Source: an optimization exercise on an open RTL-to-GDS flow (aim: small area and a short achievable clock period). Production flows keep margins and buffers that such runs may drop. Where RTL was checked, it was by simulation tests only, not by an equivalence proof against the original. No activity file was given, so power comes from the tool's default toggle rates.

==> flow/design.v (excerpt) <==
module atis_decoder (
    input  wire        clk,
    input  wire        rst,
    input  wire        sample_valid,
    input  wire [15:0] sample,
    output wire        id_valid,
    output wire [34:0] id_pairs,
    output wire [3:0]  id_len,
    output wire [79:0] id_text,
    output reg         locked,
    output wire        fault_ovf
);
Size in the first run: roughly 4,200 cells after synthesis, about 47,000 µm² of cells after synthesis.
Settings: LEC_CHECK=0, CAP_MARGIN=20, CORE_MARGIN=2, CORE_UTILIZATION=70, CTS_CLUSTER_DIAMETER=80, CTS_CLUSTER_SIZE=24, PLACE_DENSITY=0.75, SLEW_MARGIN=20, SYNTH_HIERARCHICAL=1, SYNTH_MINIMUM_KEEP_SIZE=0; clock period 12.0 ns.
standard.sh (not shown) runs the stock make flow with config.mk's settings and CLKGATE_MAP_FILE= SYNTH_SCRIPT=/design/flow/synth_recipe.tcl, a recipe that flattens the netlist after the stock synthesis.
==> flow/flow/run.sh <==
#!/bin/bash
# Own layout flow: the standard flow (standard.sh, unchanged synthesis,
# floorplan, power grid, placement, CTS and routing), with plain buffers
# instead of delay buffers on the ports, and timing repair asked for 8.5 ns
# of setup slack at the 12 ns clock. The full make output goes to
# standard.log; ORFS keeps each step's log under orfs/logs.
set -euo pipefail
export BUFFER_PORTS_ARGS="-buffer_cell sky130_fd_sc_hd__buf_2"
export SETUP_SLACK_MARGIN=8.5
bash standard.sh > standard.log 2>&1
The starting point produced a clean layout.
Change:
Settings changed: CORE_UTILIZATION 70 to 65, PLACE_DENSITY 0.75 to unset.
Result: The new run went through all stages and came out clean. Non-clock buffer count went up by 10. Clock-buffer cell count is unchanged. Worst hold slack hardly moves. First-iteration DRC count went up by 1.2%. Design area went up by 0.42%. Global-route usage went down by 0.91 points. Sequential power barely changes. Core utilization went down by 4.5 points. Area after synthesis stays the same.
No run of this note included a check of the RTL's function; only the layout flow was run.

========
## run 4
atis_decoder, a different RTL version from the one above (not shown whole).
clock: 12.0 ns
lec_check: 0
cap_margin: 20
core_margin: 2
core_utilization: 65
cts_cluster_diameter: 80
cts_cluster_size: 28
slew_margin: 20
synth_hierarchical: 1
synth_minimum_keep_size: 0
==> flow/flow/run.sh <==
#!/bin/bash
# Own layout flow: the standard flow (standard.sh, unchanged synthesis,
# floorplan, power grid, placement, CTS and routing), with plain buffers
# instead of delay buffers on the ports, and timing repair asked for 8.7 ns
# of setup slack at the 12 ns clock. The full make output goes to
# standard.log; ORFS keeps each step's log under orfs/logs.
set -euo pipefail
export BUFFER_PORTS_ARGS="-buffer_cell sky130_fd_sc_hd__buf_2"
export SETUP_SLACK_MARGIN=8.7
bash standard.sh > standard.log 2>&1
Inputs modified between run 4 and run 5:
Settings: changing CTS_CLUSTER_SIZE from 28 to 24.
diff --git a/flow/flow/run.sh b/flow/flow/run.sh
--- a/flow/flow/run.sh
+++ b/flow/flow/run.sh
@@ -4 +4 @@
-# instead of delay buffers on the ports, and timing repair asked for 8.7 ns
+# instead of delay buffers on the ports, and timing repair asked for 8.5 ns
@@ -9 +9 @@
-export SETUP_SLACK_MARGIN=8.7
+export SETUP_SLACK_MARGIN=8.5
### Flow results
Between run 5 and run 4, it is run 5 whose number of cells on the worst hold path is lower, by 1.
Net total in the final layout delta (run 5 -> run 4): insignificant
Against run 4, worst vdd rail ir drop in run 5 fell slightly.
Going from run 4 to run 5, worst setup slack grows by 33 ps.
Delta (run 5 minus run 4): total length of routed wires down 1.3%; number of vias after detailed routing went down.
Re number of sinks handled by clock tree synthesis: no difference whatsoever between run 4 and run 5.
Compared with run 4, run 5 shows a lower global-route usage.

========
Another version of the RTL of atis_decoder (not shown whole).
Size: ~4200 cells after synthesis, ~630 flip-flops, roughly 140 I/O pins, about 0.048 sq mm of cells after synthesis.
export LEC_CHECK = 0
export CAP_MARGIN = 20
export CORE_MARGIN = 2
export CORE_UTILIZATION = 65
export SLEW_MARGIN = 20
export SYNTH_HIERARCHICAL = 1
export SYNTH_MINIMUM_KEEP_SIZE = 0
create_clock -name core_clock -period 12.0 [get_ports {clk}]
==> flow/flow/run.sh <==
#!/bin/bash
# Own layout flow: the standard flow (standard.sh, unchanged synthesis,
# floorplan, power grid, placement, CTS and routing), with plain buffers
# instead of delay buffers on the ports, and timing repair asked for 8.5 ns
# of setup slack at the 12 ns clock. The full make output goes to
# standard.log; ORFS keeps each step's log under orfs/logs.
set -euo pipefail
export BUFFER_PORTS_ARGS="-buffer_cell sky130_fd_sc_hd__buf_2"
export SETUP_SLACK_MARGIN=8.5
bash standard.sh > standard.log 2>&1
Then changed:
- CTS_CLUSTER_DIAMETER: default -> 80
- CTS_CLUSTER_SIZE: default -> 24
Effect: Clock skew grows by 8.1 ps; clock power shrinks by 27%; worst setup slack degrades by 7.1 ps; hold slack improves by 9.8 ps; maximum frequency is about the same; via count shrinks by 0.59%; cell area shrinks by 1.8%; first-iteration DRC count grows by 3.4%; clock-buffer cell count shrinks by 36.

static timing again, ports no longer ideal:
Ports are ideal in the flow. The routed layouts listed here were re-timed in OpenROAD. Step 1 sets driving cells, clkbuf_16 on the clock port and buf_2 on the other inputs (assumed; they add their load-dependent delay and slew). Step 2 times the ports against the registers' clock, not the clock port: input delays grow and output delays shrink by t, the midpoint of the rising clock arrivals with the driver on. a / b / c = ideal / step 1 / step 2; a / b = the first two.
run | t, ns | setup WS [ns] | worst setup path at the end
the first run of note 1 | 0.677 | 8.322 / 8.255 / 8.517 | input to register
the second run of note 1 | 0.679 | 8.289 / 8.220 / 8.510 | register to register
run 4 | 0.687 | 8.334 / 8.261 / 8.494 | input to register
run 5 | 0.663 | 8.367 / 8.300 / 8.511 | input to register
the first run of note 3 | 0.693 | 8.369 / 8.304 / 8.526 | register to register
the second run of note 3 | 0.675 | 8.362 / 8.291 / 8.512 | register to register
After both steps every run listed still meets setup and hold.
